Source: an optimization exercise on an open RTL-to-GDS flow (aim: small area and a short achievable clock period). Production flows keep margins and buffers that such runs may drop.
Only simulation tests tie the RTL to the original design; equivalence was not proved.
Power and IR drop assume default switching activity.

==> flow/design.v (excerpt) <==
module wiz_pixel_decoder #(
    parameter N           = 64,
    parameter FRAME_BYTES = 6 * N,
    parameter [7:0] ACK_BYTE = 8'h06
) (
    input  wire                 clk,
    input  wire                 rst,
    input  wire                 rx_valid,
    input  wire [7:0]           rx_data,
    output wire                 rx_ready,
    output wire                 tx_valid,
    output wire [7:0]           tx_data,
    input  wire                 tx_ready,
    output wire                 disp_start,
    input  wire                 disp_done,
    input  wire [$clog2(N)-1:0] s1_raddr,
    input  wire [$clog2(N)-1:0] s2_raddr,
    output reg  [23:0]          s1_rdata,
    output reg  [23:0]          s2_rdata
);
    localparam CNT_W = $clog2(FRAME_BYTES);
    localparam SB    = 8 * FRAME_BYTES;
    reg             rdy;
    reg             dst;
    reg             wt;
    reg             tv;
    reg [CNT_W-1:0] cnt;       
    reg             last;      
    wire rx_fire = rx_valid && rdy;
    always @(posedge clk) begin
        if (rst) begin
            rdy  <= 1'b1;
            dst  <= 1'b0;
            wt   <= 1'b0;
            tv   <= 1'b0;
            cnt  <= {CNT_W{1'b0}};
            last <= 1'b0;
        end else begin
            dst <= rx_fire && last;
            if (rx_fire) begin
                cnt  <= cnt + 1'b1;
                last <= (cnt == FRAME_BYTES - 2);
                if (last) rdy <= 1'b0;
            end
            if (dst) wt <= 1'b1;
            if (wt && disp_done) begin
                wt <= 1'b0;
                tv <= 1'b1;
            end
            if (tv && tx_ready) begin
                tv   <= 1'b0;
                rdy  <= 1'b1;
                cnt  <= {CNT_W{1'b0}};
                last <= 1'b0;
            end
        end
    end
    assign rx_ready   = rdy;
    assign disp_start = dst;
    assign tx_valid   = tv;
    assign tx_data    = ACK_BYTE;
    reg          sh_en;
    reg [7:0]    sh_d;
    reg [SB-1:0] fb;
    always @(posedge clk) begin
        sh_en <= rx_fire;
        sh_d  <= rx_data;
        if (sh_en)
            fb <= {fb[SB-9:0], sh_d};
    end
    wire [24*N-1:0] strip1 = fb[SB-1 -: 24*N];
    wire [24*N-1:0] strip2 = fb[SB-1-24*N -: 24*N];
  ...
Size: roughly 5900 cells after synthesis, about 3100 flip-flops, roughly 84 I/O pins, about 110000 sq um of cells after synthesis.
clock: 6.0 ns
lec_check: 0
cap_margin: 20
core_margin: 2
core_utilization: 70
cts_cluster_diameter: 60
cts_cluster_size: 28
setup_slack_margin: 3.6
slew_margin: 20
synth_hierarchical: 1
tns_end_percent: 5
run.sh (not shown) runs the stock make flow with config.mk's settings and CLKGATE_MAP_FILE= SYNTH_SCRIPT=/design/flow/synth_recipe.tcl, a recipe that flattens the netlist after the stock synthesis.
The baseline produced a clean layout.
Next try:
- CORE_UTILIZATION: 70 -> 65
- CTS_CLUSTER_DIAMETER: 60 -> 90
- SETUP_SLACK_MARGIN: 3.6 -> 3.5
The new run passed the timing, DRC and antenna checks.
Setup slack is better by 0.082 ns.
Power falls by 5.9%.
Synthesized area stays the same.
Clock power shrinks by 16%.
Design area drops by 3.7%.
Routed wire length is lower by 9.3%.
Next try:
- CORE_ASPECT_RATIO: unset -> 0.5
- SETUP_SLACK_MARGIN: 3.5 -> 3.6
- TNS_END_PERCENT: 5 -> 100
Power rises slightly. Core utilization rises by 1.1 points. Design area rises slightly. Hold slack is about the same. Cell count rises slightly. Sequential power stays flat. Fmax rises by a few percent.
Next try:
- CORE_ASPECT_RATIO: 0.5 -> unset
- CTS_CLUSTER_DIAMETER: 90 -> 60
- TNS_END_PERCENT: 100 -> 5
Effect: Fmax falls by a few percent; die area barely changes; flip-flop and latch count stays the same; setup slack got worse by 0.072 ns; routed wire length increases by a few percent.

========
Setup of job 7865:
The RTL this note starts from:
==> flow/design.v <==
module wiz_pixel_decoder #(
    parameter N           = 64,
    parameter FRAME_BYTES = 6 * N,
    parameter [7:0] ACK_BYTE = 8'h06
) (
    input  wire                 clk,
    input  wire                 rst,
    input  wire                 rx_valid,
    input  wire [7:0]           rx_data,
    output wire                 rx_ready,
    output wire                 tx_valid,
    output wire [7:0]           tx_data,
    input  wire                 tx_ready,
    output wire                 disp_start,
    input  wire                 disp_done,
    input  wire [$clog2(N)-1:0] s1_raddr,
    input  wire [$clog2(N)-1:0] s2_raddr,
    output reg  [23:0]          s1_rdata,
    output reg  [23:0]          s2_rdata
);
    localparam CNT_W = $clog2(FRAME_BYTES);
    localparam SB    = 8 * FRAME_BYTES;
    reg             rdy;
    reg             dst;
    reg             wt;
    reg             tv;
    reg [CNT_W-1:0] cnt;       
    reg             last;      
    wire rx_fire = rx_valid && rdy;
    always @(posedge clk) begin
        if (rst) begin
            rdy  <= 1'b1;
            dst  <= 1'b0;
            wt   <= 1'b0;
            tv   <= 1'b0;
            cnt  <= {CNT_W{1'b0}};
            last <= 1'b0;
        end else begin
            dst <= rx_fire && last;
            if (rx_fire) begin
                cnt  <= cnt + 1'b1;
                last <= (cnt == FRAME_BYTES - 2);
                if (last) rdy <= 1'b0;
            end
            if (dst) wt <= 1'b1;
            if (wt && disp_done) begin
                wt <= 1'b0;
                tv <= 1'b1;
            end
            if (tv && tx_ready) begin
                tv   <= 1'b0;
                rdy  <= 1'b1;
                cnt  <= {CNT_W{1'b0}};
                last <= 1'b0;
            end
        end
    end
    assign rx_ready   = rdy;
    assign disp_start = dst;
    assign tx_valid   = tv;
    assign tx_data    = ACK_BYTE;
    reg          sh_en;
    reg [7:0]    sh_d;
    reg [SB-1:0] fb;
    always @(posedge clk) begin
        sh_en <= rx_fire;
        sh_d  <= rx_data;
        if (sh_en)
            fb <= {fb[SB-9:0], sh_d};
    end
    wire [24*N-1:0] strip1 = fb[SB-1 -: 24*N];
    wire [24*N-1:0] strip2 = fb[SB-1-24*N -: 24*N];
    wire [N-1:0] sel1, sel2;
    genvar gi, gb;
    generate
        for (gi = 0; gi < N; gi = gi + 1) begin : g_dec
            assign sel1[gi] = (s1_raddr != gi);
            assign sel2[gi] = (s2_raddr != gi);
        end
    endgenerate
    wire [23:0] rd1, rd2;
    generate
        for (gb = 0; gb < 24; gb = gb + 1) begin : g_bit
            wire [N-1:0] col1, col2;
            for (gi = 0; gi < N; gi = gi + 1) begin : g_col
                assign col1[gi] = strip1[24*(N-1-gi) + gb];
                assign col2[gi] = strip2[24*(N-1-gi) + gb];
            end
            wpd_sel64 u_m1 (.sel(sel1), .d(col1), .y(rd1[gb]));
            wpd_sel64 u_m2 (.sel(sel2), .d(col2), .y(rd2[gb]));
        end
    endgenerate
    always @(posedge clk) begin
        s1_rdata <= rd1;
        s2_rdata <= rd2;
    end
endmodule
module wpd_sel64 (
    input  wire [63:0] sel,
    input  wire [63:0] d,
    output wire        y
);
    wire [31:0] m;
    wire [15:0] p;
    wire [3:0]  q;
    genvar g;
    generate
        for (g = 0; g < 32; g = g + 1) begin : g_o2
            wpd_oai22 u (.a1(d[2*g]), .a2(sel[2*g]), .b1(d[2*g+1]), .b2(sel[2*g+1]),
                         .y(m[g]));
        end
        for (g = 0; g < 16; g = g + 1) begin : g_r2
            wpd_nor2 u (.a(m[2*g]), .b(m[2*g+1]), .y(p[g]));
        end
        for (g = 0; g < 4; g = g + 1) begin : g_n4
            wpd_nand4 u (.a(p[4*g]), .b(p[4*g+1]), .c(p[4*g+2]), .d(p[4*g+3]), .y(q[g]));
        end
    endgenerate
    wpd_nor4 u_y (.a(q[0]), .b(q[1]), .c(q[2]), .d(q[3]), .y(y));
endmodule
module wpd_oai22 (
    input  wire a1, a2, b1, b2,
    output wire y
);
    assign y = ~((a1 | a2) & (b1 | b2));
endmodule
module wpd_nor2 (
    input  wire a, b,
    output wire y
);
    assign y = ~(a | b);
endmodule
module wpd_nand4 (
    input  wire a, b, c, d,
    output wire y
);
    assign y = ~(a & b & c & d);
endmodule
module wpd_nor4 (
    input  wire a, b, c, d,
    output wire y
);
    assign y = ~(a | b | c | d);
endmodule
Settings: LEC_CHECK=0, CAP_MARGIN=20, CORE_ASPECT_RATIO=0.5, CORE_MARGIN=2, CORE_UTILIZATION=65, CTS_CLUSTER_DIAMETER=60, CTS_CLUSTER_SIZE=28, SETUP_SLACK_MARGIN=3.6, SLEW_MARGIN=20, SYNTH_HIERARCHICAL=1, TNS_END_PERCENT=5; clock period 6.0 ns.
No stage failed in job 7865, and the final checks on the layout all came back clean.
What job 9391 does differently from job 7865 at the input level:
Settings: a change of SETUP_SLACK_MARGIN from 3.6 to 3.8; a deleted CORE_ASPECT_RATIO that had been 0.5.
Findings:
Re number of signal-net inverters in the final layout: no difference whatsoever between job 7865 and job 9391. Looking at via count, job 9391 sits above job 7865. Non-clock buffer count: job 9391 higher than job 7865. Job 9391 gives less final worst hold slack than job 7865 did.
Inputs modified between job 9391 and job 7297:
Settings: changing CORE_UTILIZATION from 65 to 55; changing SETUP_SLACK_MARGIN from 3.8 to 3.6.
## What came out
| share of cell area taken by multi-input logic gates | job 7297 vs job 9391 | 0.84 points lower |. Global-route usage for job 7297 is lower than for job 9391. Summary of job 7297 over job 9391: cell-internal power -about 0.3%; global-route wire length before repair down 4.9%. Going from job 9391 to job 7297, weighted congestion at the end of routability-driven global placement shows an increase of about 3%; final design instance area without fill shows a reduction of 3.2%.
[inputs] job 9321 vs job 7297
Settings: CORE_UTILIZATION changed from 55 to 65; CTS_CLUSTER_DIAMETER changed from 60 to 90.
Findings:
Job 9321 reached the final stage; the timing, DRC and antenna checks on its layout passed.
Transition time at the pin with the least slew margin, job 7297 and job 9321, higher one = job 7297.
Diff job 7297 and job 9321: met2 track demand over resource lower in job 7297
The clock-buffer cell count number comes out lower for job 7297 vs job 9321.
Classification of the worst setup path: input port to register -> job 9321, register to output pin -> job 7297
Looking at termination of the worst setup path, the s1_rdata[13] result is from job 9321; the s1_rdata[2] one comes from job 7297.
Delta(worst slew margin relative to its limit, job 9321 - job 7297) > 0
Edits applied to the flow inputs when going from job 9321 to job 888:
Settings: putting CORE_ASPECT_RATIO at 0.5 where nothing was set.
- Job 9321 and job 888 ended up with nearly the same area of the die.
- ~same total power draw in job 9321 and job 888
- Critical-path cell with the highest stage delay: nand4_1 -> job 9321, nor4_4 -> job 888
- Going from job 9321 to job 888, buffer count from post-CTS setup fixing shows an increase of 18%; part of the power in combinational logic shows no meaningful change; number of global-route vias before repair climbed 0.75%.
What job 3330 does differently from job 888 at the input level:
Settings: swapping 5 for 100 in TNS_END_PERCENT; swapping 65 for 60 in CORE_UTILIZATION.
[summary]
Job 3330 | status: complete | timing, DRC, antenna: pass
Going from job 888 to job 3330, total design power did not really move, count of placed standard cells in the final layout, fillers left out climbed 295, max-capacitance violation count comparable.
Looking at routed wire length on met2, job 3330 sits above job 888.

==> re-timing with driven ports <==
Ports are ideal in the flow. The routed layouts listed here were re-timed in OpenROAD. Step 1: set_driving_cell puts a clkbuf_16 on clk and a buf_2 on each other input, an assumption about the parent block. Step 2, shift: input delay + t, output delay - t, t = (earliest + latest rising clock arrival at the registers) / 2. This alone moves slack from input paths to output paths. a / b / c = ideal ports / drivers / drivers and shift; a / b = the first two.
| run | t (ns) | setup WS [ns] | worst setup path at the end | clock arrival spread, ns | cell pins on the clock port's net |
|---|---|---|---|---|---|
| the first run of note 1 | 0.897 | 3.256 / 3.214 / 2.317 | input to register | 0.049 / 0.049 | 1 |
| the second run of note 1 | 0.885 | 3.338 / 3.335 / 2.454 | input to register | 0.040 / 0.040 | 1 |
| the third run of note 1 | 0.903 | 3.464 / 3.368 / 2.595 | input to register | 0.035 / 0.035 | 1 |
| the fourth run of note 1 | 0.933 | 3.391 / 3.304 / 2.455 | input to register | 0.040 / 0.040 | 1 |
| job 7865 | 0.911 | 3.376 / 3.364 / 2.518 | input to register | 0.046 / 0.046 | 1 |
| job 9391 | 0.942 | 3.298 / 3.286 / 2.344 | input to register | 0.046 / 0.046 | 1 |
| job 7297 | 0.952 | 3.345 / 3.252 / 2.429 | input to register | 0.052 / 0.052 | 1 |
| job 9321 | 0.891 | 3.351 / 3.337 / 2.451 | input to register | 0.042 / 0.041 | 1 |
| job 888 | 0.908 | 3.443 / 3.355 / 2.479 | input to register | 0.038 / 0.038 | 1 |
| job 3330 | 0.911 | 3.403 / 3.307 / 2.564 | input to register | 0.051 / 0.051 | 1 |
After both steps setup and hold are still met in every run listed. The setup slack of job 888, which loses most, moves by -0.088 ns with the drivers and by -0.964 ns with both steps.
